From an optimization exercise on the open Yosys and OpenROAD flow, aimed at small area, a short achievable clock period and few clock cycles per item; shortcuts taken in it are not production practice.
Only simulation tests tie the RTL to the original design; equivalence was not proved.
Power figures rest on the tool's default switching activity, not on a simulated workload.

==> flow/design.v <==
module ssrb_intensity (
    input  wire [5:0]  a,
    input  wire [7:0]  E,
    input  wire [26:0] P,
    output wire [2:0]  cg,          
    output wire [2:0]  ce           
);
    localparam F = 27;
    localparam [63:0] R0 = 64'h0000008000400000;
    localparam [63:0] R1 = 64'h0000010000200040;
    localparam [63:0] R2 = 64'h00012ddc67a94380;
    localparam [63:0] R3 = 64'h0007d17a9ab4f98f;
    localparam [63:0] R4 = 64'h00011223d42a2849;
    localparam [63:0] R5 = 64'h0007a7d206ff1bdf;
    localparam [63:0] R6 = 64'hffffb38fd2b609ae;
    localparam [63:0] R7 = 64'h0001eabf1f03129e;
    localparam [63:0] R8 = 64'h0001327e1e506a30;
    localparam [63:0] R9 = 64'hfffd7c8fb1c4836c;
    localparam [63:0] R10 = 64'h000061a21b2023ee;
    localparam [63:0] R11 = 64'h000580e1ef3e1d23;
    localparam [63:0] R12 = 64'hfffa59b89111aaea;
    localparam [63:0] R13 = 64'h000096ca0a8d55e5;
    localparam [63:0] R14 = 64'h0007f4b27184663c;
    localparam [63:0] R15 = 64'hfffe8a5585517733;
    localparam [63:0] R16 = 64'h0005578e503ad493;
    localparam [63:0] R17 = 64'h0006fc40fdf70527;
    localparam [63:0] R18 = 64'hfff8bb15ef9042fa;
    localparam [63:0] R19 = 64'h0003e480c7160930;
    localparam [63:0] R20 = 64'h000442e87de685de;
    localparam [63:0] R21 = 64'hfffd7e5a83530374;
    localparam [63:0] R22 = 64'h00067e3300dbff18;
    localparam [63:0] R23 = 64'hfffd2b56aa8955b5;
    localparam [63:0] R24 = 64'hfff9b39b33126626;
    localparam [63:0] R25 = 64'hfffe3c1c3c1c7838;
    localparam [63:0] R26 = 64'hffffc01fc01f803f;
    localparam [63:0] R27 = 64'h0000001fffe0003f;
    localparam [63:0] R28 = 64'hffffffe00000003f;
    localparam [63:0] R29 = 64'h000000000000003f;
    localparam [63:0] R30 = 64'hffffffffffffffc0;
    localparam [63:0] R31 = 64'h0000000000000000;
    localparam [63:0] R32 = 64'h0000000000000000;
    localparam [63:0] R33 = 64'h0000000000000000;
    localparam [63:0] R34 = 64'hffffffffffffffff;
    reg  [F+7:0] rom;
    always @(*) begin
        rom[0] = R0[a];
        rom[1] = R1[a];
        rom[2] = R2[a];
        rom[3] = R3[a];
        rom[4] = R4[a];
        rom[5] = R5[a];
        rom[6] = R6[a];
        rom[7] = R7[a];
        rom[8] = R8[a];
        rom[9] = R9[a];
        rom[10] = R10[a];
        rom[11] = R11[a];
        rom[12] = R12[a];
        rom[13] = R13[a];
        rom[14] = R14[a];
        rom[15] = R15[a];
        rom[16] = R16[a];
        rom[17] = R17[a];
        rom[18] = R18[a];
        rom[19] = R19[a];
        rom[20] = R20[a];
        rom[21] = R21[a];
        rom[22] = R22[a];
        rom[23] = R23[a];
        rom[24] = R24[a];
        rom[25] = R25[a];
        rom[26] = R26[a];
        rom[27] = R27[a];
        rom[28] = R28[a];
        rom[29] = R29[a];
        rom[30] = R30[a];
        rom[31] = R31[a];
        rom[32] = R32[a];
        rom[33] = R33[a];
        rom[34] = R34[a];
    end
    wire [F+7:0] x = {E, P};
    wire [F+7:0] gb = x & ~rom;      
    wire [F+7:0] eb = ~(x ^ rom);    
    function automatic [1:0] cmp (input [11:0] g, input [11:0] e, input integer n);
        integer k;
        reg gt, eq;
        begin
            gt = 1'b0;
            eq = 1'b1;
            for (k = 11; k >= 0; k = k - 1)
                if (k < n) begin
                    gt = gt | (eq & g[k]);
                    eq = eq & e[k];
                end
            cmp = {gt, eq};
        end
    endfunction
    assign {cg[0], ce[0]} = cmp(gb[11:0],  eb[11:0],  12);
    assign {cg[1], ce[1]} = cmp(gb[23:12], eb[23:12], 12);
    assign {cg[2], ce[2]} = cmp({1'b0, gb[34:24]}, {1'b1, eb[34:24]}, 11);
endmodule
module ssrb_raster (
    input  wire        clk,
    input  wire        rst,         
    input  wire        sp_valid,
    output wire        sp_ready,
    input  wire [31:0] sp_data,
    output reg         done,
    input  wire [3:0]  rd_col,
    input  wire [2:0]  rd_row,
    output wire [23:0] rd_pix
);
    localparam W   = 16;
    localparam H   = 8;
    localparam NB  = 2049;
    localparam [7:0] HUE = 8'h96;
    assign sp_ready = 1'b1;
    wire take = sp_valid;
    reg  [11:0] bin_cnt;
    wire [11:0] bin_nxt = {bin_cnt[10:0], bin_cnt[11] ^ bin_cnt[10] ^ bin_cnt[9] ^ bin_cnt[3]};
    wire        last = (bin_cnt == 12'h056);
    reg         hit;                
    always @(*) begin
        case (bin_cnt)
            12'h001, 12'h6d4, 12'ha66, 12'h228,
            12'ha82, 12'h171, 12'h539, 12'hd3e: hit = 1'b1;
            default: hit = 1'b0;
        endcase
    end
    reg  [2:0]  row;                
    reg  [2:0]  nrow;               
    reg         pend;               
    reg  [3:0]  off;                
    wire        ld = take && hit;
    localparam [1:0] S_IDLE = 2'd0, S_TST = 2'd1, S_SCL = 2'd2, S_SRC = 2'd3;
    reg  [1:0]  st;
    reg         f;                  
    reg  [7:0]  E;                  
    reg  [26:0] P;                  
    reg         sgn;                
    reg  [2:0]  d;                  
    reg  [5:0]  t;                  
    reg  [2:0]  cg, ce;             
    wire [2:0]  cg_n, ce_n;
    ssrb_intensity u_thr (.a(t), .E(E), .P(P), .cg(cg_n), .ce(ce_n));
    always @(posedge clk) begin
        cg <= cg_n;
        ce <= ce_n;
    end
    wire        ge  = cg[2] | (ce[2] & (cg[1] | (ce[1] & (cg[0] | ce[0]))));
    wire [5:0]  low = t & (~t + 6'd1);
    wire        tk  = ge && (t <= 6'd50);
    wire [5:0]  tn  = (tk ? t : (t & ~low)) | (low >> 1);
    wire [27:0] X   = {1'b1, P};
    wire [28:0] S   = {1'b0, X} + {3'b0, X[27:2]};
    wire        nrm = (P >= 27'h4cccccd);    
    wire [26:0] Pn  = nrm ? S[27:1] : S[26:0];
    always @(posedge clk) begin
        if (rst) begin
            st <= S_IDLE;
            f  <= 1'b0;
        end else if (ld) begin
            st <= S_TST;
            f  <= 1'b0;
        end else begin
            case (st)
                S_TST: begin
                    f <= !f;
                    if (f) begin
                        if (ge)
                            st <= t[5] ? S_IDLE : S_SRC;
                        else if (!t[5])
                            st <= S_SCL;
                    end
                end
                S_SCL: st <= (d == 3'd1) ? S_SRC : S_TST;
                S_SRC: begin
                    f <= !f;
                    if (f && low[0]) st <= S_IDLE;
                end
                default: ;
            endcase
        end
    end
    always @(posedge clk) begin
        if (hit) begin
            E   <= sp_data[30:23];
            sgn <= sp_data[31];
        end else if (st == S_SCL) begin
            E   <= E + {6'd0, nrm, !nrm} + 8'd2;
        end
        if (hit)
            P   <= {sp_data[22:0], 4'd0};
        else if (st == S_SCL)
            P   <= Pn;
    end
    always @(posedge clk) begin
        if (ld) begin
            d   <= 3'd4;
            t   <= 6'd51;
        end else begin
            case (st)
                S_TST: begin
                    if (f) begin
                        if (ge) begin
                            if (t[5]) d <= 3'd5;
                            else      t <= 6'd32;
                        end else if (t[5]) begin
                            t <= 6'd0;
                        end
                    end
                end
                S_SCL: begin
                    d <= d - 3'd1;
                    if (d == 3'd1) t <= 6'd32;
                end
                S_SRC: if (f) t <= tn;
                default: ;
            endcase
        end
    end
    reg  [7:0]  base;
    always @(*) begin
        case (d)
            3'd0:    base = 8'd0;
            3'd1:    base = 8'd51;
            3'd2:    base = 8'd102;
            3'd3:    base = 8'd153;
            default: base = 8'd204;
        endcase
    end
    wire        bad = sgn || (d == 3'd5 && E == 8'd255 && P != 27'd0);
    wire [7:0]  qv  = bad ? 8'd0 : (d == 3'd5) ? 8'd255 : base + {2'd0, t};
    wire        ins = pend && (st == S_IDLE) && (off == W - 1);
    always @(posedge clk) begin
        if (rst) begin
            bin_cnt <= 12'h001;
            done    <= 1'b0;
            nrow    <= 3'd0;
            pend    <= 1'b0;
            off     <= 4'd0;
        end else begin
            done <= 1'b0;
            off  <= off + 4'd1;
            if (take) begin
                if (last) begin
                    bin_cnt <= 12'h001;
                    off     <= off + 4'd2;
                    done    <= 1'b1;
                end else begin
                    bin_cnt <= bin_nxt;
                end
            end
            if (ld) begin
                nrow <= nrow + 3'd1;
                pend <= 1'b1;
            end else if (ins) begin
                pend <= 1'b0;
            end
        end
    end
    always @(posedge clk)
        if (hit)
            row <= nrow;
    reg  [8*W*H-1:0] ring;          
    reg  [W-1:0]     vp;            
    integer r;
    genvar gi, gj;
    wire [8*H-1:0] rin;             
    generate
        for (gi = 0; gi < H; gi = gi + 1) begin : g_ins
            wire wr  = ins && (row == gi);
            wire wrn = !wr;
            for (gj = 0; gj < 8; gj = gj + 1) begin : g_ib
                ssrb_ao22 u_m (.a1(wr), .b1(qv[gj]), .a2(wrn), .b2(ring[8*W*gi + 8*(W-1) + gj]),
                               .y(rin[8*gi + gj]));
            end
        end
    endgenerate
    always @(posedge clk) begin
        for (r = 0; r < H; r = r + 1)
            ring[8*W*r +: 8*W] <= {ring[8*W*r +: 8*(W-1)], rin[8*r +: 8]};
        if (rst)
            vp <= {W{1'b0}};
        else
            vp <= {vp[W-2:0], ins | vp[W-1]};
    end
    wire [W-1:0] ph;
    wire [8*W-1:0] yp;              
    genvar gp, gb, gr;
    wire [8*H-1:0] rhb;
    generate
        for (gb = 0; gb < 8; gb = gb + 1) begin : g_dec
            ssrb_dec3 u_dec (.a(rd_row), .y(rhb[H*gb +: H]));
        end
    endgenerate
    generate
        for (gp = 0; gp < W; gp = gp + 1) begin : g_place
            wire [3:0] k = gp - off;
            assign ph[gp] = (rd_col == k) && vp[gp];
            for (gb = 0; gb < 8; gb = gb + 1) begin : g_bit
                wire [H-1:0] dv;
                wire [H-1:0] rh = rhb[H*gb +: H];
                wire [3:0]   y;
                for (gr = 0; gr < H; gr = gr + 1) begin : g_row
                    assign dv[gr] = ring[8*W*gr + 8*gp + gb];
                end
                ssrb_aoi222 u_a0 (.a1(rh[0]), .b1(dv[0]), .a2(rh[1]), .b2(dv[1]),
                                  .a3(rh[2]), .b3(dv[2]), .y(y[0]));
                ssrb_aoi222 u_a1 (.a1(rh[3]), .b1(dv[3]), .a2(rh[4]), .b2(dv[4]),
                                  .a3(rh[5]), .b3(dv[5]), .y(y[1]));
                ssrb_nand2  u_a2 (.a(rh[6]), .b(dv[6]), .y(y[2]));
                ssrb_nand2  u_a3 (.a(rh[7]), .b(dv[7]), .y(y[3]));
                assign yp[8*gp + gb] = ~&y;
            end
        end
    endgenerate
    reg  [7:0]  rd_lo, rd_hi;
    wire [7:0]  lo, hi;
    generate
        for (gb = 0; gb < 8; gb = gb + 1) begin : g_out
            wire [3:0] zl, zh;
            ssrb_aoi222 u_l0 (.a1(ph[0]),  .b1(yp[8*0 + gb]),  .a2(ph[1]),  .b2(yp[8*1 + gb]),
                              .a3(ph[2]),  .b3(yp[8*2 + gb]),  .y(zl[0]));
            ssrb_aoi222 u_l1 (.a1(ph[3]),  .b1(yp[8*3 + gb]),  .a2(ph[4]),  .b2(yp[8*4 + gb]),
                              .a3(ph[5]),  .b3(yp[8*5 + gb]),  .y(zl[1]));
            ssrb_nand2  u_l2 (.a(ph[6]), .b(yp[8*6 + gb]), .y(zl[2]));
            ssrb_nand2  u_l3 (.a(ph[7]), .b(yp[8*7 + gb]), .y(zl[3]));
            ssrb_aoi222 u_h0 (.a1(ph[8]),  .b1(yp[8*8 + gb]),  .a2(ph[9]),  .b2(yp[8*9 + gb]),
                              .a3(ph[10]), .b3(yp[8*10 + gb]), .y(zh[0]));
            ssrb_aoi222 u_h1 (.a1(ph[11]), .b1(yp[8*11 + gb]), .a2(ph[12]), .b2(yp[8*12 + gb]),
                              .a3(ph[13]), .b3(yp[8*13 + gb]), .y(zh[1]));
            ssrb_nand2  u_h2 (.a(ph[14]), .b(yp[8*14 + gb]), .y(zh[2]));
            ssrb_nand2  u_h3 (.a(ph[15]), .b(yp[8*15 + gb]), .y(zh[3]));
            assign lo[gb] = ~&zl;
            assign hi[gb] = ~&zh;
        end
    endgenerate
    always @(posedge clk) begin
        rd_lo <= lo;
        rd_hi <= hi;
    end
    wire [7:0]  rd_q = rd_lo | rd_hi;
    wire [7:0]  rd_s = ~(rd_lo | rd_hi);
    assign rd_pix = {HUE, rd_s, rd_q};
endmodule
module ssrb_dec3 (
    input  wire [2:0] a,
    output wire [7:0] y
);
    assign y = 8'd1 << a;
endmodule
module ssrb_aoi222 (
    input  wire a1, b1, a2, b2, a3, b3,
    output wire y
);
    assign y = ~((a1 & b1) | (a2 & b2) | (a3 & b3));
endmodule
module ssrb_nand2 (
    input  wire a, b,
    output wire y
);
    assign y = ~(a & b);
endmodule
module ssrb_ao22 (
    input  wire a1, b1, a2, b2,
    output wire y
);
    assign y = (a1 & b1) | (a2 & b2);
endmodule
==> flow/flow/run.sh <==
#!/bin/bash
# Layout flow: the standard flow's own layout (standard.sh, all ORFS steps from the
# standard synthesis to finish) with one change to the port buffers.
# buffer_ports still gives every input and output port a buffer, a buf_2
# here; then, after global placement, flow/ports.tcl makes the buffers of
# the read address inputs rd_row and rd_col, which fan out across the read
# port, buf_8 cells. make's full output goes to standard.log here.
set -euo pipefail
bash standard.sh "BUFFER_PORTS_ARGS=-buffer_cell sky130_fd_sc_hd__buf_2" \
    "POST_GLOBAL_PLACE_TCL=$PWD/flow/ports.tcl" finish > standard.log 2>&1
==> flow/flow/ports.tcl <==
# Port buffers: buffer_ports gave every port a small buffer; the address
# inputs, which fan out across the read port, get a strong one.
set block [ord::get_db_block]
foreach bterm [$block getBTerms] {
  set name [$bterm getName]
  if {![string match "rd_row*" $name] && ![string match "rd_col*" $name]} { continue }
  set net [$bterm getNet]
  foreach iterm [$net getITerms] {
    set inst [$iterm getInst]
    set master [[$inst getMaster] getName]
    if {[string match "sky130_fd_sc_hd__buf_*" $master]} {
      puts "port $name: [$inst getName] $master -> sky130_fd_sc_hd__buf_8"
      replace_cell [get_cells [$inst getName]] sky130_fd_sc_hd__buf_8
    }
  }
}
==> flow/standard.sh <==
#!/bin/bash
# synth_recipe.tcl (not shown) runs the flow's synth.tcl, then flattens the netlist and writes it again
# the make line also repeats each setting of config.mk as NAME=value (left out here)
make -C /OpenROAD-flow-scripts/flow DESIGN_CONFIG=/design/flow/config.mk WORK_HOME=/design/flow/orfs CLKGATE_MAP_FILE= SYNTH_SCRIPT=/design/flow/synth_recipe.tcl "${@:-finish}"
==> flow/config.mk <==
export PLATFORM = sky130hd
export DESIGN_NAME = ssrb_raster
export DESIGN_NICKNAME = ssrb_raster
export VERILOG_FILES = /design/flow/design.v
export SDC_FILE = /design/flow/constraint.sdc
export NUM_CORES = 8
export LEC_CHECK = 0
export CAP_MARGIN = 20
export CORE_MARGIN = 2
export CORE_UTILIZATION = 70
export CTS_CLUSTER_DIAMETER = 50
export CTS_CLUSTER_SIZE = 30
export PLACE_DENSITY = 0.85
export SLEW_MARGIN = 20
export SYNTH_HIERARCHICAL = 1
export SYNTH_MEMORY_MAX_BITS = 16384
export SYNTH_MINIMUM_KEEP_SIZE = 0
==> flow/constraint.sdc <==
create_clock -name core_clock -period 15.0 [get_ports {clk}]
set_input_delay 3.0000 -clock core_clock [delete_from_list [all_inputs] [get_ports {clk}]]
set_output_delay 3.0000 -clock core_clock [all_outputs]
set_load 0.01 [all_outputs]
==> impl_metrics.py, run 1 <==
metrics = {
    "pwr": {
        "ir_drop_mv": 0.1149,
        "leakage_uw": 0.01565,
        "p_per_area_nw_per_um2": 140.4,
    },
    "global_routing": {
        "grt_pass1_wl_um": 151200,
        "grt_pass1_vias": 26690,
        "antenna_found_initial": 2,
        "grt_max_degree": 88,
        "overflow": 0,
        "met1_usage": 0.4741,
        "grt_usage": 0.3584,
        "grt.busiest_layer": "met2",
        "met2_usage": 0.5711,
        "grt_use_met3": 0.07361,
    },
    "route": {
        "wl_per_cell_um": 24.99,
        "num_vias": 27580,
        "drc": 0,
        "drtPass1Iterations": 8,
        "routed_wl_um": 98910,
        "ant_nets": 0,
        "drt_iter0_markers": 4892,
        "vias_per_cell": 6.968,
    },
    "clocking": {
        "postCtsResizedCells": 0,
        "clk_pin_slew_ns": 0.10,
        "post-cts-setup-buffer-count": 0,
        "clock_latency_ns": 0.65,
        "cts_sinks": 1134,
        "cts-buffers-inserted": 66,
        "postCtsHoldBufs": 0,
        "htree_levels": 3,
        "root_buffer": "clkbuf_16",
        "cts_max_path_buffers": 3,
        "cts_tree": "built",
    },
    "critical_path": {
        "r2r_slack_ns": 11.05,
        "cp.arrival_ns": 5.45,
        "crit_family": "buffers and inverters",
        "critPathMaxStageDelay_ns": 0.58,
        "critical_path_required_ns": 15.50,
        "timing.rr.start": "P[3]",
        "cp_num_buf_inv": 3,
        "critPathMaxFanout": 64,
        "cp_cell_sequence": "buf_8 -> buf_4 -> nor3b_1 -> buf_4 -> a222oi_1 -> nand4_1 -> a222oi_1 -> nand4_1",
        "crit_type": "input pin to register",
        "slowest_stage": "buf_4",
        "cp-start-kind": "input pin",
        "timing.rr.end": "E[5]",
        "rr_worst_depth": 14,
        "worstSetupEndpointType": "register",
    },
    "floorplanning": {
        "die_area_um2": 54310,
        "initial_core_util": 0.7116,
        "die_w_um": 233.1,
        "design.core.area_um2": 51610,
        "fp-row-count": 83,
        "top_level_ports": 68,
        "die_h_um": 233.1,
    },
    "final_layout": {
        "layout_commonest_cell": "dfxtp_1",
        "drive_gt1_frac": 0.09948,
        "final_design_area_no_fill_um2": 40410,
        "nets": 3365,
        "final_cell_mix": "dfxtp_1 (1095), nand2_1 (415), a222oi_1 (289)",
        "area_delta_synth_final_pct": 10.03,
        "final_cells": 3958,
        "fillers": 2999,
    },
    "placement": {
        "dp_hpwl_um": 61650,
        "dp_slack_ns": 9.542,
        "place_inst": 3839,
        "place_area_um2": 37950,
        "portBuffers": 58,
    },
    "timing": {
        "relSlewSlack": 0.1856,
        "tightest_slew_ns": 1.218,
        "rsz0062_at_grt": "no",
        "slew_violations": 0,
        "fmax_mhz": 201.9,
        "finClkSkew_ns": 0.05726,
        "period_share": 0.3303,
        "period_minus_slack_ns": 4.954,
        "finalSetupViolCount": 0,
        "hold_violations": 0,
        "finalSetupTns_ns": 0,
        "setup_slack_ns": 10.05,
    },
    "synth": {
        "synth_edf_count": 35,
        "avgSynthCellArea_um2": 11.71,
        "ys_ff_latch": 1134,
        "yosysWarningCount": 8,
        "synth-main-ff-cell": "dfxtp_1",
        "synth.distinct_cells": 100,
        "async_flop_share": 0,
        "synth_area_um2": 36730,
        "postSynthCellCount": 3135,
        "seq_area_frac_synth": 0.6277,
    },
    "hold_path": {
        "hp-start": "ring[228]",
        "hold_path_end": "ring[236]",
        "hold_class": "register to register",
        "min_path_cells": 0,
    },
    "job": {
        "max_cap_viol_count": 0,
    },
    "run_status": {
        "outcome": "complete, no violations",
    },
}
## layer usage
metal / up-vias / part of all wire
li1: 12160 / -
met1: 13390 / 0.39
met2: 1720 / 0.45
met3: 311 / 0.11
met4: 2 / 0.046
met5: - / 0.00012
## Yosys stat by module (local to each module, per instance)
| module | flops+latches | copies in the design | cell area (µm²) | cells inside |
|---|---|---|---|---|
| ssrb_aoi222 | 0 | 288 | 10.01 | 1 |
| ssrb_raster | 1134 | 1 | 28560 | 1976 |
| ssrb_dec3 | 0 | 8 | 65.06 | 8 |
| ssrb_ao22 | 0 | 64 | 8.758 | 1 |
| ssrb_nand2 | 0 | 288 | 3.754 | 1 |
| ssrb_intensity | 0 | 1 | 3119 | 455 |
## kinds of logic (layout without fill, tap and decap cells)
family | after synthesis | after routing | synth area share
AO/OA/AOI/OAI | 718 | 718 | 0.1626
flip-flops | 1134 | 1134 | 0.6277
AND/OR/NAND/NOR | 941 | 941 | 0.1302
buffers and inverters | 141 | 276 | 0.01976
XOR/XNOR | 67 | 67 | 0.01598
multiplexers | 36 | 36 | 0.01025
other | 2 | 10 | 0.0002045
adder cells (fa/ha/maj) | 96 | 96 | 0.03332
## area by class of cell
| class | count | area [µm²] | share of cell area |
|---|---|---|---|
| inverter | 54 | 202.7 | 0.005016 |
| timing repair buffer | 104 | 705.7 | 0.01746 |
| tap | 680 | 850.8 | 0.02105 |
| multi-input combinational | 1867 | 13160 | 0.3255 |
| sequential | 1134 | 23060 | 0.5706 |
| clock inverter | 45 | 695.7 | 0.01722 |
| antenna | 1 | 2.502 | 0.00006193 |
| clock buffer | 73 | 1740 | 0.04307 |
## sequential cells by signal, indices dropped and copies added, names as in the netlist
register	flops
bin_cnt	12
nrow	3
sgn	1
done	1
d	3
pend	1
vp	16
row	3
rd_lo	8
rd_hi	8
E	8
st	2
t	6
P	27
ce	3
off	4
ring	1024
cg	3
f	1
## power by group
| part | switching (µW) | internal [µW] | total, µW |
|---|---|---|---|
| Sequential | 32.0 | 3050 | 3080 |
| Combinational | 314 | 172 | 486 |
| Clock | 1140 | 966 | 2100 |
| Total | 1480 | 4190 | 5670 |
## worst max-delay path by stage
stage | start | end | slack, ns | cells past startpoint
2_1_floorplan | rd_col[3] | rd_hi[0] | 10.35 | 5
3_3_place_gp | rd_row[2] | rd_hi[6] | 9.76 | 7
3_5_place_dp | rd_row[2] | rd_lo[7] | 9.54 | 7
4_1_cts | rd_row[0] | rd_hi[6] | 10.15 | 8
5_1_grt | rd_row[2] | rd_hi[6] | 9.94 | 8
6_report | rd_row[2] | rd_hi[6] | 10.05 | 8
## through the flow
stage               hold WS, ns  utilization  power, µW
floorplan                0.3298            -       3480
global placement         0.3311       0.7340       3596
detailed placement       0.3355       0.7354       3616
CTS                      0.3357       0.7826       5659
global route             0.3367       0.7829       5824
finish                   0.3314       0.7829       5672
## synth_stat cells (all sizes together) (5+ instances only)
cell	number	share of area
dfxtp	1099	0.60
nand2	415	0.042
a222oi	289	0.079
nand4	162	0.028
a21oi	97	0.014
ha	93	0.032
nor2	87	0.0089
o21ai	81	0.011
a22o	68	0.016
buf	54	0.011
inv	54	0.0055
xnor2	42	0.010
nor3	39	0.0057
edfxtp	35	0.029
clkbuf	33	0.0035
nor2b	33	0.0056
mux2i	32	0.0087
nand3	30	0.0041
a21o	29	0.0059
nor3b	29	0.0061
nand2b	27	0.0048
and3b	25	0.0068
xor2	25	0.0060
and3	24	0.0044
o211ai	21	0.0043
a211oi	14	0.0029
or2	14	0.0024
a31oi	12	0.0020
nor4	11	0.0020
a221oi	10	0.0032
or3	9	0.0017
a22oi	8	0.0016
and2	8	0.0014
o221ai	8	0.0019
o21a	7	0.0014
nand3b	6	0.0012
nor4b	6	0.0014
o21bai	6	0.0012
a21boi	5	0.0010
a221o	5	0.0014
a311oi	5	0.0012
o22ai	5	0.00085
o31ai	5	0.0014
Testbench counts, summed over its fixed seeds: cycles 524,560, columns 256.
==> run 2: changes to the inputs <==
==> flow/flow/run.sh (replaced) <==
#!/bin/bash
# Layout flow: the standard flow's own layout (standard.sh, all ORFS steps from the
# standard synthesis to finish) with one change to the port buffers.
# buffer_ports still gives every input and output port a buffer, a buf_8
# here; then, after global placement, flow/ports.tcl makes all of them but
# those of the read address inputs rd_row and rd_col, which fan out across
# the read port, buf_2 cells. make's full output goes to standard.log here.
set -euo pipefail
bash standard.sh "BUFFER_PORTS_ARGS=-buffer_cell sky130_fd_sc_hd__buf_8" \
    "POST_GLOBAL_PLACE_TCL=$PWD/flow/ports.tcl" finish > standard.log 2>&1
==> flow/flow/ports.tcl (replaced) <==
# Port buffers. buffer_ports gave every input and output port a buf_8; after
# global placement, the buffers of all ports but the read address inputs
# rd_row and rd_col (which fan out across the read port) become buf_2.
set block [ord::get_db_block]
foreach bterm [$block getBTerms] {
  set name [$bterm getName]
  if {[string match "rd_row*" $name] || [string match "rd_col*" $name]} { continue }
  set net [$bterm getNet]
  if {$net == "NULL"} { continue }
  foreach iterm [$net getITerms] {
    set inst [$iterm getInst]
    set master [[$inst getMaster] getName]
    if {$master == "sky130_fd_sc_hd__buf_8"} {
      puts "port $name: [$inst getName] $master -> sky130_fd_sc_hd__buf_2"
      replace_cell [get_cells [$inst getName]] sky130_fd_sc_hd__buf_2
    }
  }
}
--- a/flow/config.mk
+++ b/flow/config.mk
@@ -8,8 +8,8 @@
 export CAP_MARGIN = 20
 export CORE_MARGIN = 2
 export CORE_UTILIZATION = 70
-export CTS_CLUSTER_DIAMETER = 50
-export CTS_CLUSTER_SIZE = 30
+export CTS_CLUSTER_DIAMETER = 80
+export CTS_CLUSTER_SIZE = 28
 export PLACE_DENSITY = 0.85
 export SLEW_MARGIN = 20
 export SYNTH_HIERARCHICAL = 1
==> impl_metrics.py, run 2 <==
metrics = {
    "floorplanning": {
        "fp-row-count": 83,
        "design.core.area_um2": 51610,
        "die_area_um2": 54310,
        "initial_core_util": 0.7116,
        "die_w_um": 233.1,
        "top_level_ports": 68,
        "die_h_um": 233.1,
    },
    "synth": {
        "muxShareOfSynthArea": 0.01025,
        "yosys.area.top_type": "dfxtp_1",
        "synth-xor-area-share": 0.01598,
        "synth_most_common_cell": "dfxtp_1",
        "synth.distinct_cells": 100,
        "yosysTopAreaCellShare": 0.5991,
        "synth_edf_count": 35,
        "synth_area_um2": 36730,
        "seq_area_frac_synth": 0.6277,
        "yosys-top-cells-area": "dfxtp_1 (60%), a222oi_1 (7.9%), nand2_1 (4.2%)",
        "synthAdderAreaFrac": 0.03332,
        "ys_ff_latch": 1134,
        "synth-main-ff-cell": "dfxtp_1",
        "synth_top_family_by_area": "compound AO/OA/AOI/OAI gates",
        "postSynthCellCount": 3135,
        "async_flop_share": 0,
        "synth_compound_area_frac": 0.1626,
        "synth_common_cells": "dfxtp_1 (1099), nand2_1 (415), a222oi_1 (289)",
        "avgSynthCellArea_um2": 11.71,
        "synth-simple-area-share": 0.1302,
        "yosysWarningCount": 8,
    },
    "final_layout": {
        "area_delta_synth_final_pct": 7.202,
        "largest_register_ffs": 1024,
        "largest-register": "ring",
        "drive_gt1_frac": 0.08295,
        "nets": 3351,
        "layout_commonest_cell": "dfxtp_1",
        "fillers": 3289,
        "final_cell_mix": "dfxtp_1 (1095), nand2_1 (415), a222oi_1 (289)",
        "n_antenna_cell": 0,
        "top_regs": "ring: 1024 flops, P: 27 flops, vp: 16 flops",
    },
    "critical_path": {
        "cp-start-kind": "input pin",
        "critical_path_required_ns": 15.50,
        "worstSetupEndpointType": "register",
        "cp.arrival_ns": 5.08,
        "critPathMaxFanout": 64,
        "crit_type": "input pin to register",
    },
    "clocking": {
        "root_buffer": "clkbuf_16",
        "clk_pin_slew_ns": 0.10,
        "htree_levels": 2,
        "cts-buffers-inserted": 48,
        "cts_max_path_buffers": 3,
        "cts_tree": "built",
        "postCtsHoldBufs": 0,
        "clock_latency_ns": 0.63,
        "postCtsResizedCells": 0,
        "cts_sinks": 1134,
        "post-cts-setup-buffer-count": 0,
    },
    "job": {
        "max_cap_viol_count": 0,
    },
    "placement": {
        "portBuffers": 58,
        "dp_slack_ns": 9.761,
        "dp_hpwl_um": 63980,
    },
    "route": {
        "vias_per_cell": 6.889,
        "num_vias": 26860,
        "ant_nets": 0,
        "routed_wl_um": 96450,
        "wl_per_cell_um": 24.74,
        "drt_iter0_markers": 4294,
        "drc": 0,
        "drtPass1Iterations": 10,
    },
    "timing": {
        "hold_violations": 0,
        "period_share": 0.3048,
        "fmax_mhz": 218.7,
        "slew_violations": 0,
        "rsz0062_at_grt": "no",
        "tightest_slew_ns": 1.124,
        "relSlewSlack": 0.2510,
        "finalSetupTns_ns": 0,
        "finClkSkew_ns": 0.02222,
        "setup_slack_ns": 10.43,
        "period_minus_slack_ns": 4.572,
        "finalSetupViolCount": 0,
    },
    "pwr": {
        "ir_drop_mv": 0.1157,
        "leakage_uw": 0.01516,
        "p_per_area_nw_per_um2": 128.7,
        "p_switching_uw": 1238,
        "netSwitchingFraction": 0.2444,
        "comb_power_share": 0.096,
        "p_int_uw": 3828,
        "clock_power_share": 0.295,
        "seq_power_share": 0.608,
    },
    "global_routing": {
        "grt_pass1_vias": 25930,
        "grt_max_degree": 89,
        "overflow": 0,
        "grt_usage": 0.3507,
        "antenna_found_initial": 1,
        "grt_pass1_wl_um": 148500,
    },
    "run_status": {
        "outcome": "complete, no violations",
    },
    "hold_path": {
        "hold_class": "register to register",
    },
}
-- run 2: cell counts after synthesis --
No cell type changed its count.
-- run 2: through the flow --
stage	total power [µW]	hold slack (ns)	instances	util	cell area [µm²]
after floorplan	3480	0.3298	3142	-	36750
after global placement	3608	0.3309	3838	0.7439	38390
after detailed placement	3621	0.3348	3843	0.7364	38010
after CTS	5060	0.3417	3899	0.7622	39340
after global routing	5228	0.3413	3899	0.7628	39370
final	5066	0.3381	3899	0.7628	39370
-- run 2: logic make-up after synthesis --
logic type               count (synthesis)
flip-flops                            1134
XOR/XNOR                                67
buffers and inverters                  141
other                                    2
multiplexers                            36
AND/OR/NAND/NOR                        941
adder cells (fa/ha/maj)                 96
AO/OA/AOI/OAI                          718
-- run 2: worst paths after layout --
kind	from	endpoint	slack, ns	depth (start not counted)
max	rd_row[2]	rd_hi[0]	10.43	6
min	ring[92]	ring[100]	0.34	0
max reg2reg	t[2]	cg[1]	10.89	12
min reg2reg	ring[92]	ring[100]	0.34	0
-- run 2: metal layers --
| metal | vias up | share of wire | global-route usage |
|---|---|---|---|
| li1 | 12100 | - | - |
| met5 | - | 0.00013 | 0 |
| met4 | 2 | 0.035 | 0.1278 |
| met2 | 1559 | 0.45 | 0.5423 |
| met1 | 12970 | 0.41 | 0.4920 |
| met3 | 235 | 0.11 | 0.06909 |
-- run 2: cell type report --
| cell class | instances | area, µm² | area share |
|---|---|---|---|
| inverters | 54 | 202.7 | 0.005148 |
| repair buffers | 108 | 782.0 | 0.01986 |
| clock inverters | 7 | 102.6 | 0.002606 |
| clock buffers | 49 | 1226 | 0.03114 |
| flip-flops and latches | 1134 | 23060 | 0.5856 |
| well taps | 680 | 850.8 | 0.02161 |
| multi-input cells | 1867 | 13150 | 0.3340 |
-- run 2: modules after synthesis, one instance, submodules excluded --
module | cell area (µm²) | flip-flops and latches | copies in the design
ssrb_raster | 28560 | 1134 | 1
ssrb_nand2 | 3.754 | 0 | 288
ssrb_intensity | 3119 | 0 | 1
ssrb_ao22 | 8.758 | 0 | 64
ssrb_dec3 | 65.06 | 0 | 8
ssrb_aoi222 | 10.01 | 0 | 288
-- run 2: power groups by stage --
stage	registers, µW	clock network [µW]	logic [µW]
2_1_floorplan	3140	0	340
3_3_place_gp	3150	0	458
3_5_place_dp	3150	0	471
4_1_cts	3080	1510	473
5_1_grt	3090	1610	529
6_report	3080	1500	488
-- run 2: worst max-delay path, cell delays in order --
cell and delay [ns]:
buf_8 0.36, and3b_2 0.40, a222oi_1 0.54, nand4_1 0.14
a222oi_1 0.45, nand4_1 0.14
==> run 3: changes to the inputs <==
--- a/flow/config.mk
+++ b/flow/config.mk
@@ -8,8 +8,8 @@
 export CAP_MARGIN = 20
 export CORE_MARGIN = 2
 export CORE_UTILIZATION = 70
-export CTS_CLUSTER_DIAMETER = 80
-export CTS_CLUSTER_SIZE = 28
+export CTS_CLUSTER_DIAMETER = 50
+export CTS_CLUSTER_SIZE = 30
 export PLACE_DENSITY = 0.85
 export SLEW_MARGIN = 20
 export SYNTH_HIERARCHICAL = 1
==> impl_metrics.py, run 3 <==
metrics = {
    "route": {
        "drc": 0,
        "drt_iter0_markers": 4441,
        "routed_wl_um": 98600,
        "ant_nets": 0,
        "num_vias": 27340,
        "drtPass1Iterations": 11,
        "wl_per_cell_um": 24.83,
        "vias_per_cell": 6.885,
    },
    "final_layout": {
        "largest-register": "ring",
        "final_cell_mix": "dfxtp_1 (1095), nand2_1 (415), a222oi_1 (289)",
        "largest_register_ffs": 1024,
        "fin_util": 0.7861,
        "multi_input_area_um2": 13140,
        "layout_commonest_cell": "dfxtp_1",
        "fillers": 3078,
        "area_delta_synth_final_pct": 10.48,
        "final-seq-area_um2": 23060,
        "nets": 3372,
        "drive_gt1_frac": 0.1024,
        "top_regs": "ring: 1024 flops, P: 27 flops, vp: 16 flops",
    },
    "clocking": {
        "clock_latency_ns": 0.65,
        "htree_levels": 3,
        "postCtsHoldBufs": 0,
        "cts_max_path_buffers": 3,
        "root_buffer": "clkbuf_16",
        "clk_pin_slew_ns": 0.10,
        "cts_sinks": 1134,
        "cts-buffers-inserted": 69,
        "cts_tree": "built",
        "postCtsResizedCells": 0,
        "post-cts-setup-buffer-count": 0,
    },
    "synth": {
        "yosysWarningCount": 8,
        "synth.distinct_cells": 100,
        "synth_most_common_cell": "dfxtp_1",
        "synth_common_cells": "dfxtp_1 (1099), nand2_1 (415), a222oi_1 (289)",
        "synth_area_um2": 36730,
        "synth-main-ff-cell": "dfxtp_1",
        "ys_ff_latch": 1134,
        "async_flop_share": 0,
        "yosys.area.top_type": "dfxtp_1",
        "seq_area_frac_synth": 0.6277,
        "yosys-top-cells-area": "dfxtp_1 (60%), a222oi_1 (7.9%), nand2_1 (4.2%)",
        "avgSynthCellArea_um2": 11.71,
        "yosysTopAreaCellShare": 0.5991,
        "synth_edf_count": 35,
        "postSynthCellCount": 3135,
    },
    "critical_path": {
        "timing.rr.end": "cg[1]",
        "cp.arrival_ns": 5.32,
        "cp_cell_sequence": "buf_8 -> xnor2_1 -> or2_2 -> nor4b_2 -> buf_4 -> a222oi_1 -> nand4_1",
        "critical_path_required_ns": 15.56,
        "rr_worst_depth": 12,
        "critPathMaxStageDelay_ns": 1.05,
        "worstSetupEndpointType": "register",
        "cp-start-kind": "input pin",
        "timing.rr.start": "t[2]",
        "critPathMaxFanout": 5,
        "crit_type": "input pin to register",
        "slowest_stage": "nor4b_2",
        "r2r_slack_ns": 10.92,
    },
    "timing": {
        "slew_violations": 0,
        "finalSetupViolCount": 0,
        "finalSetupTns_ns": 0,
        "period_minus_slack_ns": 4.755,
        "hold_violations": 0,
        "tightest_slew_ns": 1.287,
        "finClkSkew_ns": 0.04499,
        "fmax_mhz": 210.3,
        "period_share": 0.3170,
        "rsz0062_at_grt": "no",
        "relSlewSlack": 0.1399,
        "whs_ns": 0.3142,
    },
    "floorplanning": {
        "die_area_um2": 54310,
        "design.core.area_um2": 51610,
        "initial_core_util": 0.7116,
        "top_level_ports": 68,
        "die_h_um": 233.1,
        "fp-row-count": 83,
        "die_w_um": 233.1,
    },
    "hold_path": {
        "min_path_cells": 0,
        "hold_class": "register to register",
        "hold_path_end": "ring[876]",
        "hp-start": "ring[868]",
    },
    "global_routing": {
        "antenna_found_initial": 3,
        "grt_usage": 0.3586,
        "grt_max_degree": 89,
        "grt_pass1_vias": 26530,
        "overflow": 0,
        "grt_pass1_wl_um": 151600,
    },
    "pwr": {
        "netSwitchingFraction": 0.2607,
        "p_per_area_nw_per_um2": 140.5,
        "p_switching_uw": 1486,
        "ir_drop_mv": 0.1141,
        "power_uw": 5702,
        "leakage_uw": 0.01572,
        "comb_power_share": 0.086,
        "p_int_uw": 4215,
        "clock_power_share": 0.374,
        "seq_power_share": 0.541,
    },
    "run_status": {
        "outcome": "complete, no violations",
    },
    "placement": {
        "portBuffers": 58,
        "dp_hpwl_um": 63980,
    },
    "job": {
        "max_cap_viol_count": 0,
    },
}
run 3: cell counts after synthesis:
Identical to the previous run, type by type.
run 3: logic make-up after synthesis:
| logic type | share of synthesized area |
|---|---|
| flops | 0.6277 |
| simple gates | 0.1302 |
| compound gates | 0.1626 |
| buf+inv | 0.01976 |
| fa+ha+maj | 0.03332 |
| xor+xnor | 0.01598 |
| mux | 0.01025 |
| other cells | 0.0002045 |
run 3: cell type report:
cell class	count	share of cell area
clock buffers	73	0.04394
inverters	54	0.004996
repair buffers	108	0.01927
well taps	680	0.02097
flip-flops and latches	1134	0.5683
clock inverters	54	0.01863
multi-input cells	1867	0.3239
diodes	1	0.00006167
run 3: how the worst max path moves through the flow:
stage,start,end,slack [ns],cells past startpoint
final,rd_col[0],rd_hi[7],10.25,7
after global routing,rd_row[2],rd_hi[7],10.32,6
after CTS,rd_col[0],rd_hi[7],10.42,7
after detailed placement,rd_col[0],rd_hi[6],9.76,7
after global placement,rd_col[3],rd_lo[3],9.45,7
after floorplan,rd_col[3],rd_hi[0],10.35,5
run 3: power by group through the flow:
stage	Sequential, µW	Combinational [µW]	Clock, µW
finish	3080	488	2130
global route	3090	530	2260
CTS	3080	474	2140
detailed placement	3150	471	0
global placement	3150	458	0
floorplan	3140	340	0
run 3: modules after synthesis, one instance, submodules excluded:
| module | cells inside | area, µm² | times used |
|---|---|---|---|
| ssrb_ao22 | 1 | 8.758 | 64 |
| ssrb_aoi222 | 1 | 10.01 | 288 |
| ssrb_dec3 | 8 | 65.06 | 8 |
| ssrb_intensity | 455 | 3119 | 1 |
| ssrb_nand2 | 1 | 3.754 | 288 |
| ssrb_raster | 1976 | 28560 | 1 |
run 3: through the flow:
step / std cells / cell area [µm²] / setup WS, ns
6_report: 3971 / 40580 / 10.25
4_1_cts: 3970 / 40550 / 10.42
3_3_place_gp: 3838 / 38390 / 9.447
3_5_place_dp: 3843 / 38010 / 9.761
5_1_grt: 3970 / 40570 / 10.32
2_1_floorplan: 3142 / 36750 / 10.35
run 3: layer usage:
layer	track usage	share of wire
met3	0.08423	0.11
met4	0.1312	0.032
met5	0	0
met2	0.5554	0.45
met1	0.4930	0.41
run 3: critical path, delay by kind of cell:
kind / cells / cell delay [ns]
AND/OR/NAND/NOR: 3 / 1.54
AO/OA/AOI/OAI: 1 / 0.14
XOR/XNOR: 1 / 0.15
buffers and inverters: 2 / 0.49
==> run 4: changes to the inputs <==
--- a/flow/design.v
+++ b/flow/design.v
@@ -6,35 +6,35 @@
     output wire [2:0]  ce           
 );
     localparam F = 27;
-    localparam [63:0] R0 = 64'h0000008000400000;
-    localparam [63:0] R1 = 64'h0000010000200040;
-    localparam [63:0] R2 = 64'h00012ddc67a94380;
-    localparam [63:0] R3 = 64'h0007d17a9ab4f98f;
-    localparam [63:0] R4 = 64'h00011223d42a2849;
-    localparam [63:0] R5 = 64'h0007a7d206ff1bdf;
-    localparam [63:0] R6 = 64'hffffb38fd2b609ae;
-    localparam [63:0] R7 = 64'h0001eabf1f03129e;
-    localparam [63:0] R8 = 64'h0001327e1e506a30;
-    localparam [63:0] R9 = 64'hfffd7c8fb1c4836c;
-    localparam [63:0] R10 = 64'h000061a21b2023ee;
-    localparam [63:0] R11 = 64'h000580e1ef3e1d23;
-    localparam [63:0] R12 = 64'hfffa59b89111aaea;
-    localparam [63:0] R13 = 64'h000096ca0a8d55e5;
-    localparam [63:0] R14 = 64'h0007f4b27184663c;
-    localparam [63:0] R15 = 64'hfffe8a5585517733;
-    localparam [63:0] R16 = 64'h0005578e503ad493;
-    localparam [63:0] R17 = 64'h0006fc40fdf70527;
-    localparam [63:0] R18 = 64'hfff8bb15ef9042fa;
-    localparam [63:0] R19 = 64'h0003e480c7160930;
-    localparam [63:0] R20 = 64'h000442e87de685de;
-    localparam [63:0] R21 = 64'hfffd7e5a83530374;
-    localparam [63:0] R22 = 64'h00067e3300dbff18;
-    localparam [63:0] R23 = 64'hfffd2b56aa8955b5;
-    localparam [63:0] R24 = 64'hfff9b39b33126626;
-    localparam [63:0] R25 = 64'hfffe3c1c3c1c7838;
-    localparam [63:0] R26 = 64'hffffc01fc01f803f;
-    localparam [63:0] R27 = 64'h0000001fffe0003f;
-    localparam [63:0] R28 = 64'hffffffe00000003f;
+    localparam [63:0] R0 = 64'h0080008000400000;
+    localparam [63:0] R1 = 64'h0100010000200040;
+    localparam [63:0] R2 = 64'h2dd12ddc67a94380;
+    localparam [63:0] R3 = 64'hd177d17a9ab4f98f;
+    localparam [63:0] R4 = 64'h12211223d42a2849;
+    localparam [63:0] R5 = 64'ha7d7a7d206ff1bdf;
+    localparam [63:0] R6 = 64'hb38fb38fd2b609ae;
+    localparam [63:0] R7 = 64'heab1eabf1f03129e;
+    localparam [63:0] R8 = 64'h3271327e1e506a30;
+    localparam [63:0] R9 = 64'h7c8d7c8fb1c4836c;
+    localparam [63:0] R10 = 64'h61a061a21b2023ee;
+    localparam [63:0] R11 = 64'h80e580e1ef3e1d23;
+    localparam [63:0] R12 = 64'h59ba59b89111aaea;
+    localparam [63:0] R13 = 64'h96c096ca0a8d55e5;
+    localparam [63:0] R14 = 64'hf4b7f4b27184663c;
+    localparam [63:0] R15 = 64'h8a5e8a5585517733;
+    localparam [63:0] R16 = 64'h5785578e503ad493;
+    localparam [63:0] R17 = 64'hfc46fc40fdf70527;
+    localparam [63:0] R18 = 64'hbb18bb15ef9042fa;
+    localparam [63:0] R19 = 64'he483e480c7160930;
+    localparam [63:0] R20 = 64'h42e442e87de685de;
+    localparam [63:0] R21 = 64'h7e5d7e5a83530374;
+    localparam [63:0] R22 = 64'h7e367e3300dbff18;
+    localparam [63:0] R23 = 64'h2b5d2b56aa8955b5;
+    localparam [63:0] R24 = 64'hb399b39b33126626;
+    localparam [63:0] R25 = 64'h3c1e3c1c3c1c7838;
+    localparam [63:0] R26 = 64'hc01fc01fc01f803f;
+    localparam [63:0] R27 = 64'h0010001fffe0003f;
+    localparam [63:0] R28 = 64'hffefffe00000003f;
     localparam [63:0] R29 = 64'h000000000000003f;
     localparam [63:0] R30 = 64'hffffffffffffffc0;
     localparam [63:0] R31 = 64'h0000000000000000;
--- a/flow/config.mk
+++ b/flow/config.mk
@@ -7,10 +7,10 @@
 export LEC_CHECK = 0
 export CAP_MARGIN = 20
 export CORE_MARGIN = 2
-export CORE_UTILIZATION = 70
-export CTS_CLUSTER_DIAMETER = 50
-export CTS_CLUSTER_SIZE = 30
-export PLACE_DENSITY = 0.85
+export CORE_UTILIZATION = 75
+export CTS_CLUSTER_DIAMETER = 80
+export CTS_CLUSTER_SIZE = 28
+export PLACE_DENSITY = 0.9
 export SLEW_MARGIN = 20
 export SYNTH_HIERARCHICAL = 1
 export SYNTH_MEMORY_MAX_BITS = 16384
==> impl_metrics.py, run 4 <==
metrics = {
    "floorplanning": {
        "die_h_um": 224.4,
        "die_area_um2": 50370,
        "fp-row-count": 80,
        "die_w_um": 224.4,
        "initial_core_util": 0.7617,
        "design.core.area_um2": 47850,
        "top_level_ports": 68,
    },
    "timing": {
        "relSlewSlack": 0.1958,
        "setup_slack_ns": 10.31,
        "finClkSkew_ns": 0.02377,
        "period_minus_slack_ns": 4.691,
        "slew_violations": 0,
        "finalSetupViolCount": 0,
        "fmax_mhz": 213.2,
        "hold_violations": 0,
        "finalSetupTns_ns": 0,
        "rsz0062_at_grt": "no",
        "tightest_slew_ns": 1.201,
        "period_share": 0.3127,
    },
    "global_routing": {
        "grt_pass1_vias": 26700,
        "antenna_found_initial": 1,
        "grt_use_met3": 0.08517,
        "grt_pass1_wl_um": 151500,
        "grt.busiest_layer": "met2",
        "grt_usage": 0.3872,
        "overflow": 0,
        "met1_usage": 0.5051,
        "met2_usage": 0.6173,
        "grt_max_degree": 85,
    },
    "placement": {
        "portBuffers": 58,
        "dp_hpwl_um": 64150,
        "place_inst": 3754,
        "dp_slack_ns": 9.940,
    },
    "clocking": {
        "post-cts-setup-buffer-count": 0,
        "clk_pin_slew_ns": 0.10,
        "cts_max_path_buffers": 3,
        "clock_latency_ns": 0.65,
        "cts_tree": "built",
        "root_buffer": "clkbuf_16",
        "postCtsResizedCells": 0,
        "cts-buffers-inserted": 48,
        "postCtsHoldBufs": 0,
        "htree_levels": 2,
        "cts_sinks": 1134,
    },
    "synth": {
        "postSynthCellCount": 3111,
        "yosysTopAreaCellShare": 0.6037,
        "synth_common_cells": "dfxtp_1 (1099), nand2_1 (404), a222oi_1 (289)",
        "synth_area_um2": 36450,
        "seq_area_frac_synth": 0.6325,
        "yosysWarningCount": 8,
        "synth_edf_count": 35,
        "synth_most_common_cell": "dfxtp_1",
        "avgSynthCellArea_um2": 11.72,
        "yosys.area.top_type": "dfxtp_1",
        "yosys-top-cells-area": "dfxtp_1 (60%), a222oi_1 (7.9%), nand2_1 (4.2%)",
        "async_flop_share": 0,
        "ys_ff_latch": 1134,
        "synth.distinct_cells": 93,
        "synth-main-ff-cell": "dfxtp_1",
    },
    "pwr": {
        "netSwitchingFraction": 0.2450,
        "comb_power_share": 0.095,
        "p_int_uw": 3835,
        "p_per_area_nw_per_um2": 130.1,
        "leakage_uw": 0.01509,
        "seq_power_share": 0.607,
        "clock_power_share": 0.298,
        "ir_drop_mv": 0.1006,
        "p_switching_uw": 1245,
    },
    "final_layout": {
        "drive_gt1_frac": 0.07979,
        "area_delta_synth_final_pct": 7.099,
        "final_cells": 3814,
        "final_cell_mix": "dfxtp_1 (1095), nand2_1 (404), a222oi_1 (289)",
        "largest_register_ffs": 1024,
        "fin_util": 0.8158,
        "top_regs": "ring: 1024 flops, P: 27 flops, vp: 16 flops",
        "nets": 3327,
        "largest-register": "ring",
        "multi_input_area_um2": 12940,
        "layout_commonest_cell": "dfxtp_1",
        "fillers": 2624,
        "final-seq-area_um2": 23060,
    },
    "hold_path": {
        "hold_class": "register to register",
        "hp-start": "ring[828]",
    },
    "critical_path": {
        "critical_path_required_ns": 15.51,
        "crit_type": "input pin to register",
        "critPathMaxFanout": 64,
        "cp.arrival_ns": 5.20,
        "timing.rr.start": "P[21]",
        "cp-startpoint": "rd_row[2]",
        "worstSetupEndpointType": "register",
        "cp-start-kind": "input pin",
    },
    "route": {
        "routed_wl_um": 99910,
        "drc": 0,
        "wl_per_cell_um": 26.19,
        "num_vias": 27390,
        "ant_nets": 0,
        "vias_per_cell": 7.182,
        "drt_iter0_markers": 5042,
        "drtPass1Iterations": 9,
    },
    "job": {
        "max_cap_viol_count": 0,
    },
    "run_status": {
        "outcome": "complete, no violations",
    },
}
-- run 4: cell types whose count changed after synthesis, sizes merged, moves of 5 or more --
| cell | before | now |
|---|---|---|
| a21oi | 97 | 103 |
| buf | 54 | 47 |
| nand2 | 415 | 404 |
| nand3 | 30 | 25 |
| nor3 | 39 | 31 |
| o21ai | 81 | 88 |
| o221ai | 8 | 1 |
-- run 4: kinds of logic after synthesis --
kind of cell,after synthesis,synth area share
flip-flops,1134,0.6325
AND/OR/NAND/NOR,913,0.1273
AO/OA/AOI/OAI,724,0.1623
adder cells (fa/ha/maj),96,0.03357
buffers and inverters,139,0.01737
XOR/XNOR,66,0.01586
other,2,0.0002061
multiplexers,37,0.01092
-- run 4: final timing paths --
kind | endpoint | slack [ns] | cells past startpoint
max | rd_hi[1] | 10.31 | 6
min | ring[836] | 0.35 | 0
max reg2reg | E[7] | 11.00 | 12
min reg2reg | ring[836] | 0.35 | 0
-- run 4: per-stage QoR --
step                      cell area [µm²]  hold WS, ns  power (µW)
final                               39030       0.3462        5080
after global routing                39030       0.3557        5219
after CTS                           39020       0.3443        5058
after detailed placement            37680       0.3345        3614
after global placement              38140       0.3306        3599
after floorplan                     36470       0.3298        3477
-- run 4: critical path, cell delays in order --
cell and delay [ns]:
buf_8 0.33, and3b_2 0.40, a222oi_1 0.64, nand4_1 0.26, a222oi_1 0.39, nand4_1 0.13
-- run 4: area by class of cell --
type | count | share of cell area
well taps | 615 | 0.01971
multi-input cells | 1845 | 0.3314
repair buffers | 105 | 0.01827
flip-flops and latches | 1134 | 0.5907
diodes | 3 | 0.0001923
clock inverters | 5 | 0.002468
clock buffers | 52 | 0.03196
inverters | 55 | 0.005289
-- run 4: layer usage --
layer | part of all wire | vias up | wire [µm]
met5 | 0 | - | 0
met4 | 0.050 | 0 | 4946
li1 | - | 11980 | -
met2 | 0.46 | 1869 | 46020
met1 | 0.38 | 13200 | 37860
met3 | 0.11 | 352 | 11080
-- run 4: power groups by stage --
stage / Combinational (µW) / Sequential (µW) / Clock (µW)
detailed placement: 464 / 3150 / 0
global route: 524 / 3090 / 1610
global placement: 451 / 3150 / 0
floorplan: 337 / 3140 / 0
finish: 483 / 3080 / 1520
CTS: 470 / 3080 / 1510
-- run 4: per-module statistics from Yosys, one instance, submodules excluded --
module          flops+latches  area, µm²
ssrb_ao22                   0      8.758
ssrb_nand2                  0      3.754
ssrb_raster              1134      28560
ssrb_intensity              0       2839
ssrb_aoi222                 0      10.01
ssrb_dec3                   0      65.06
Testbench counts of run 4, summed over its fixed seeds: cycles 524,560, columns 256.
==> run 5: changes to the inputs <==
--- a/flow/config.mk
+++ b/flow/config.mk
@@ -7,10 +7,10 @@
 export LEC_CHECK = 0
 export CAP_MARGIN = 20
 export CORE_MARGIN = 2
-export CORE_UTILIZATION = 75
+export CORE_UTILIZATION = 65
 export CTS_CLUSTER_DIAMETER = 80
 export CTS_CLUSTER_SIZE = 28
-export PLACE_DENSITY = 0.9
+export PLACE_DENSITY = 0.8
 export SLEW_MARGIN = 20
 export SYNTH_HIERARCHICAL = 1
 export SYNTH_MEMORY_MAX_BITS = 16384
==> impl_metrics.py, run 5 <==
metrics = {
    "synth": {
        "synth_area_um2": 36450,
        "ys_ff_latch": 1134,
        "yosys-top-cells-area": "dfxtp_1 (60%), a222oi_1 (7.9%), nand2_1 (4.2%)",
        "synth_common_cells": "dfxtp_1 (1099), nand2_1 (404), a222oi_1 (289)",
        "synth.distinct_cells": 93,
        "synth-main-ff-cell": "dfxtp_1",
        "seq_area_frac_synth": 0.6325,
        "synth_most_common_cell": "dfxtp_1",
        "postSynthCellCount": 3111,
        "yosysTopAreaCellShare": 0.6037,
        "async_flop_share": 0,
        "avgSynthCellArea_um2": 11.72,
        "yosys.area.top_type": "dfxtp_1",
        "synth_edf_count": 35,
        "yosysWarningCount": 8,
    },
    "global_routing": {
        "grt_pass1_wl_um": 146100,
        "grt_usage": 0.3219,
        "grt_pass1_vias": 25630,
        "grt_max_degree": 85,
        "overflow": 0,
        "antenna_found_initial": 1,
    },
    "timing": {
        "fmax_mhz": 212.0,
        "finClkSkew_ns": 0.03119,
        "period_minus_slack_ns": 4.717,
        "rsz0062_at_grt": "no",
        "period_share": 0.3145,
        "tightest_slew_ns": 1.252,
        "hold_violations": 0,
        "relSlewSlack": 0.1633,
        "finalSetupViolCount": 0,
        "slew_violations": 0,
        "finalSetupTns_ns": 0,
    },
    "route": {
        "ant_nets": 0,
        "wl_per_cell_um": 24.06,
        "vias_per_cell": 6.737,
        "routed_wl_um": 95020,
        "drt_iter0_markers": 3662,
        "drtPass1Iterations": 9,
        "drc": 0,
        "num_vias": 26610,
    },
    "pwr": {
        "p_per_area_nw_per_um2": 128.9,
        "seq_power_share": 0.608,
        "netSwitchingFraction": 0.2443,
        "p_switching_uw": 1239,
        "clock_power_share": 0.297,
        "comb_power_share": 0.094,
        "p_int_uw": 3832,
        "ir_drop_mv": 0.1066,
        "leakage_uw": 0.01514,
    },
    "clocking": {
        "post-cts-setup-buffer-count": 0,
        "clock_latency_ns": 0.64,
        "cts_tree": "built",
        "htree_levels": 2,
        "postCtsHoldBufs": 0,
        "cts_sinks": 1134,
        "clk_pin_slew_ns": 0.10,
        "postCtsResizedCells": 0,
        "cts-buffers-inserted": 48,
        "root_buffer": "clkbuf_16",
        "cts_max_path_buffers": 3,
    },
    "floorplanning": {
        "die_area_um2": 57980,
        "fp-row-count": 86,
        "initial_core_util": 0.6590,
        "die_w_um": 240.8,
        "top_level_ports": 68,
        "die_h_um": 240.8,
        "design.core.area_um2": 55310,
    },
    "critical_path": {
        "critPathMaxFanout": 5,
        "cp.arrival_ns": 5.29,
        "critPathMaxStageDelay_ns": 1.02,
        "critical_path_required_ns": 15.57,
        "worstSetupEndpointType": "register",
        "crit_end": "rd_hi[3]",
        "cp-startpoint": "rd_col[2]",
        "cp_cell_sequence": "buf_8 -> xor2_1 -> xnor2_1 -> nor4_2 -> buf_4 -> nand2_1 -> nand4_1",
        "crit_type": "input pin to register",
        "timing.rr.end": "E[5]",
        "rr_worst_depth": 14,
        "r2r_slack_ns": 10.98,
        "cp-start-kind": "input pin",
        "timing.rr.start": "P[3]",
        "slowest_stage": "nor4_2",
    },
    "job": {
        "max_cap_viol_count": 0,
    },
    "final_layout": {
        "drive_gt1_frac": 0.08370,
        "top_regs": "ring: 1024 flops, P: 27 flops, vp: 16 flops",
        "fin_util": 0.7110,
        "fillers": 3897,
        "final_cells": 3950,
        "n_antenna_cell": 0,
        "nets": 3333,
        "largest-register": "ring",
        "area_delta_synth_final_pct": 7.896,
        "final_cell_mix": "dfxtp_1 (1095), nand2_1 (404), a222oi_1 (289)",
        "layout_commonest_cell": "dfxtp_1",
        "largest_register_ffs": 1024,
    },
    "run_status": {
        "outcome": "complete, no violations",
    },
    "placement": {
        "portBuffers": 58,
        "place_inst": 3893,
        "dp_hpwl_um": 64450,
    },
    "hold_path": {
        "hold_class": "register to register",
    },
}
-- run 5: cell type report --
| type | count | area (µm²) | area share |
|---|---|---|---|
| clock buffer | 50 | 1240 | 0.03153 |
| clock inverter | 7 | 97.59 | 0.002482 |
| inverter | 55 | 206.4 | 0.005250 |
| multi-input combinational | 1845 | 12980 | 0.3300 |
| sequential | 1134 | 23060 | 0.5863 |
| tap | 748 | 935.9 | 0.02380 |
| timing repair buffer | 111 | 810.8 | 0.02062 |
-- run 5: metrics by stage --
step | instance area, µm² | power [µW] | hold WS (ns) | setup WS [ns]
after floorplan | 36470 | 3477 | 0.3298 | 10.35
after global placement | 38330 | 3603 | 0.3313 | 9.402
after detailed placement | 37970 | 3615 | 0.3348 | 9.636
after CTS | 39300 | 5064 | 0.3440 | 10.31
after global routing | 39320 | 5222 | 0.3459 | 10.26
final | 39320 | 5070 | 0.3427 | 10.28
-- run 5: kinds of logic (layout without fill, tap and decap cells) --
| family | after synthesis | count (layout) | share of synthesized area |
|---|---|---|---|
| compound gates | 724 | 724 | 0.1623 |
| xor+xnor | 66 | 66 | 0.01586 |
| fa+ha+maj | 96 | 96 | 0.03357 |
| buf+inv | 139 | 223 | 0.01737 |
| flops | 1134 | 1134 | 0.6325 |
| mux | 37 | 37 | 0.01092 |
| other cells | 2 | 9 | 0.0002061 |
| simple gates | 913 | 913 | 0.1273 |
-- run 5: worst min path at each step --
stage | from | to | cells past startpoint
final | ring[464] | ring[472] | 0
after global placement | ring[452] | ring[460] | 0
after CTS | ring[984] | ring[992] | 0
after detailed placement | ring[204] | ring[212] | 0
after global routing | ring[464] | ring[472] | 0
after floorplan | ring[92] | ring[100] | 0
-- run 5: Yosys stat by module, one instance, submodules excluded --
module | area (µm²) | times used | cells
ssrb_intensity | 2839 | 1 | 431
ssrb_ao22 | 8.758 | 64 | 1
ssrb_raster | 28560 | 1 | 1976
ssrb_nand2 | 3.754 | 288 | 1
ssrb_dec3 | 65.06 | 8 | 8
ssrb_aoi222 | 10.01 | 288 | 1
-- run 5: metal layers --
| layer | vias to the layer above | track usage | share of wire |
|---|---|---|---|
| met5 | - | 0 | 0.00014 |
| met4 | 2 | 0.1087 | 0.034 |
| met3 | 232 | 0.06737 | 0.10 |
| met2 | 1405 | 0.5052 | 0.45 |
| met1 | 12970 | 0.4463 | 0.42 |
| li1 | 12000 | - | - |
-- run 5: power groups by stage --
stage	registers (µW)	logic [µW]	clock network (µW)
2_1_floorplan	3140	337	0
4_1_cts	3080	465	1520
3_3_place_gp	3150	451	0
6_report	3080	478	1510
3_5_place_dp	3150	462	0
5_1_grt	3090	521	1610
-- run 5: worst max-delay path: cells and delay by family --
kind	cells	cell delay, ns
buf+inv	2	0.42
simple gates	3	1.19
xor+xnor	2	0.69
==> run 6: changes to the inputs <==
--- a/flow/config.mk
+++ b/flow/config.mk
@@ -7,10 +7,11 @@
 export LEC_CHECK = 0
 export CAP_MARGIN = 20
 export CORE_MARGIN = 2
-export CORE_UTILIZATION = 65
+export CORE_UTILIZATION = 70
 export CTS_CLUSTER_DIAMETER = 80
 export CTS_CLUSTER_SIZE = 28
-export PLACE_DENSITY = 0.8
+export GPL_ROUTABILITY_DRIVEN = 0
+export PLACE_DENSITY = 0.85
 export SLEW_MARGIN = 20
 export SYNTH_HIERARCHICAL = 1
 export SYNTH_MEMORY_MAX_BITS = 16384
==> impl_metrics.py, run 6 <==
metrics = {
    "run_status": {
        "outcome": "complete, no violations",
    },
    "final_layout": {
        "largest-register": "ring",
        "drive_gt1_frac": 0.07931,
        "final_cell_mix": "dfxtp_1 (1095), nand2_1 (404), a222oi_1 (289)",
        "nets": 3319,
        "n_antenna_cell": 0,
        "area_delta_synth_final_pct": 7.213,
        "final_cells": 3870,
        "layout_commonest_cell": "dfxtp_1",
        "top_regs": "ring: 1024 flops, P: 27 flops, vp: 16 flops",
        "largest_register_ffs": 1024,
        "fin_util": 0.7601,
    },
    "critical_path": {
        "cp_cell_sequence": "buf_8 -> and3b_2 -> a222oi_1 -> nand4_1 -> a222oi_1 -> nand4_1",
        "worstSetupEndpointType": "register",
        "slowest_stage": "a222oi_1",
        "critical_path_required_ns": 15.51,
        "cp.arrival_ns": 5.32,
        "cp-start-kind": "input pin",
        "cp_num_buf_inv": 1,
        "crit_type": "input pin to register",
        "crit_family": "compound AO/OA/AOI/OAI gates",
        "critPathMaxFanout": 64,
        "critPathMaxStageDelay_ns": 0.58,
    },
    "timing": {
        "hold_violations": 0,
        "rsz0062_at_grt": "no",
        "period_minus_slack_ns": 4.807,
        "fmax_mhz": 208.0,
        "finalSetupTns_ns": 0,
        "slew_violations": 0,
        "tightest_slew_ns": 1.134,
        "finalSetupViolCount": 0,
        "finClkSkew_ns": 0.04699,
        "relSlewSlack": 0.2407,
        "period_share": 0.3205,
        "setup_slack_ns": 10.19,
    },
    "synth": {
        "synth_most_common_cell": "dfxtp_1",
        "yosys-top-cells-area": "dfxtp_1 (60%), a222oi_1 (7.9%), nand2_1 (4.2%)",
        "synth_common_cells": "dfxtp_1 (1099), nand2_1 (404), a222oi_1 (289)",
        "avgSynthCellArea_um2": 11.72,
        "yosys.area.top_type": "dfxtp_1",
        "synth.distinct_cells": 93,
        "postSynthCellCount": 3111,
        "yosysWarningCount": 8,
        "synth-main-ff-cell": "dfxtp_1",
        "synth_edf_count": 35,
        "ys_ff_latch": 1134,
        "seq_area_frac_synth": 0.6325,
        "synth_area_um2": 36450,
        "yosysTopAreaCellShare": 0.6037,
        "async_flop_share": 0,
    },
    "route": {
        "dr_wl_met3_um": 8756,
        "drt_iter0_markers": 4452,
        "wl_met2_um": 43420,
        "drtPass1Iterations": 12,
        "wl_met1_um": 36440,
        "wl_per_cell_um": 24.14,
        "num_vias": 26660,
        "routed.top_layer": "met4",
        "vias_per_cell": 6.888,
        "routed_wl_um": 93410,
        "ant_nets": 0,
        "drc": 0,
    },
    "placement": {
        "portBuffers": 58,
        "dp_slack_ns": 9.647,
        "place_inst": 3811,
        "dp_hpwl_um": 61950,
    },
    "pwr": {
        "seq_power_share": 0.608,
        "netSwitchingFraction": 0.2447,
        "ir_drop_mv": 0.1033,
        "power_uw": 5072,
        "p_int_uw": 3831,
        "comb_power_share": 0.094,
        "p_per_area_nw_per_um2": 129.8,
        "clock_power_share": 0.298,
        "p_switching_uw": 1241,
        "leakage_uw": 0.01506,
    },
    "global_routing": {
        "grt_usage": 0.3396,
        "grt_max_degree": 86,
        "grt_pass1_wl_um": 144300,
        "antenna_found_initial": 0,
        "overflow": 0,
        "grt_pass1_vias": 26000,
    },
    "clocking": {
        "clk_pin_slew_ns": 0.10,
        "root_buffer": "clkbuf_16",
        "cts-buffers-inserted": 48,
        "post-cts-setup-buffer-count": 0,
        "clock_latency_ns": 0.66,
        "postCtsHoldBufs": 0,
        "cts_max_path_buffers": 3,
        "cts_tree": "built",
        "cts_sinks": 1134,
        "postCtsResizedCells": 0,
        "htree_levels": 2,
    },
    "job": {
        "max_cap_viol_count": 0,
    },
    "floorplanning": {
        "fp-row-count": 83,
        "top_level_ports": 68,
        "initial_core_util": 0.7090,
        "die_h_um": 232.2,
        "design.core.area_um2": 51410,
        "die_w_um": 232.2,
        "die_area_um2": 53910,
    },
    "hold_path": {
        "hold_class": "register to register",
    },
}
run 6: power groups by stage:
stage / Combinational [µW] / Clock (µW) / Sequential, µW
2_1_floorplan: 337 / 0 / 3140
3_3_place_gp: 444 / 0 / 3150
3_5_place_dp: 459 / 0 / 3150
4_1_cts: 463 / 1520 / 3080
5_1_grt: 516 / 1620 / 3090
6_report: 477 / 1510 / 3080
run 6: final cells by class:
cell class	count	area, µm²
Multi-Input combinational cell	1845	12950
Clock inverter	9	126.4
Clock buffer	50	1230
Inverter	55	206.4
Tap cell	680	850.8
Sequential cell	1134	23060
Timing Repair Buffer	97	653.1
Fill cell	3273	12330
run 6: path summary, 6_finish.rpt:
kind	startpoint	endpoint	slack, ns	cells after the start
setup / recovery	rd_row[2]	rd_hi[4]	10.19	6
hold / removal	ring[96]	ring[104]	0.33	0
setup reg to reg	P[3]	E[5]	11.01	14
hold reg to reg	ring[96]	ring[104]	0.33	0
run 6: cell families after synthesis:
| logic type | count (synthesis) | synth area share |
|---|---|---|
| and+or+nand+nor | 913 | 0.1273 |
| adders and majority gates | 96 | 0.03357 |
| buffers and inverters | 139 | 0.01737 |
| AOI/OAI and AO/OA | 724 | 0.1623 |
| xor gates and xnor gates | 66 | 0.01586 |
| other | 2 | 0.0002061 |
| muxes | 37 | 0.01092 |
| DFF | 1134 | 0.6325 |
run 6: metal layers:
metal,vias up,GRT usage
met5,-,0
met4,0,0.1663
met3,323,0.05734
met2,1504,0.5554
met1,12860,0.4383
li1,11970,-
run 6: worst register-to-register path, cell delays in order (launching register included):
cell and delay (ns):
dfxtp_1 0.54, o211ai_1 0.15, nand2_1 0.10, a311o_1 0.16
a31oi_1 0.12, o41ai_4 0.74, inv_2 0.43, ha_1 0.41
inv_1 0.06, ha_1 0.16, inv_1 0.06, fa_1 0.42
nor2_1 0.16, xnor2_1 0.13, o21ai_0 0.08
run 6: Yosys stat by module (local to each module, per instance):
module / cells / cell area, µm²
ssrb_nand2: 1 / 3.754
ssrb_raster: 1976 / 28560
ssrb_aoi222: 1 / 10.01
ssrb_intensity: 431 / 2839
ssrb_ao22: 1 / 8.758
ssrb_dec3: 8 / 65.06
run 6: metrics by stage:
step / cell area [µm²] / hold WS, ns
final: 39080 / 0.3339
after global routing: 39080 / 0.3366
after CTS: 39070 / 0.3294
after detailed placement: 37710 / 0.3345
after global placement: 38180 / 0.3305
after floorplan: 36470 / 0.3298

port drivers added, routing unchanged:
In the flow no input, the clock included, has a driving cell. The finished layouts below were timed again as built, in two steps.
Step 1, drivers: a clkbuf_16 drives clk and a buf_2 each remaining input, both assumed.
Step 2, shift: input delay + t, output delay - t, t = (earliest + latest rising clock arrival at the registers) / 2. This alone moves slack from input paths to output paths.
Three values: no drivers, after step 1, after step 2; two values: the first two.
| run | t, ns | setup slack, ns | worst setup path after step 2 |
|---|---|---|---|
| run 1 | 0.688 | 10.046 / 10.053 / 9.365 | input to register |
| run 2 | 0.683 | 10.428 / 10.435 / 9.755 | input to register |
| run 3 | 0.691 | 10.245 / 10.270 / 9.580 | input to register |
| run 4 | 0.694 | 10.309 / 10.311 / 9.617 | input to register |
| run 5 | 0.690 | 10.283 / 10.276 / 9.586 | input to register |
| run 6 | 0.693 | 10.193 / 10.197 / 9.504 | input to register |
After both steps setup and hold are still met in every run listed. For run 5, which loses most, drivers alone change the setup slack by -0.007 ns; drivers and shift together by -0.697 ns.
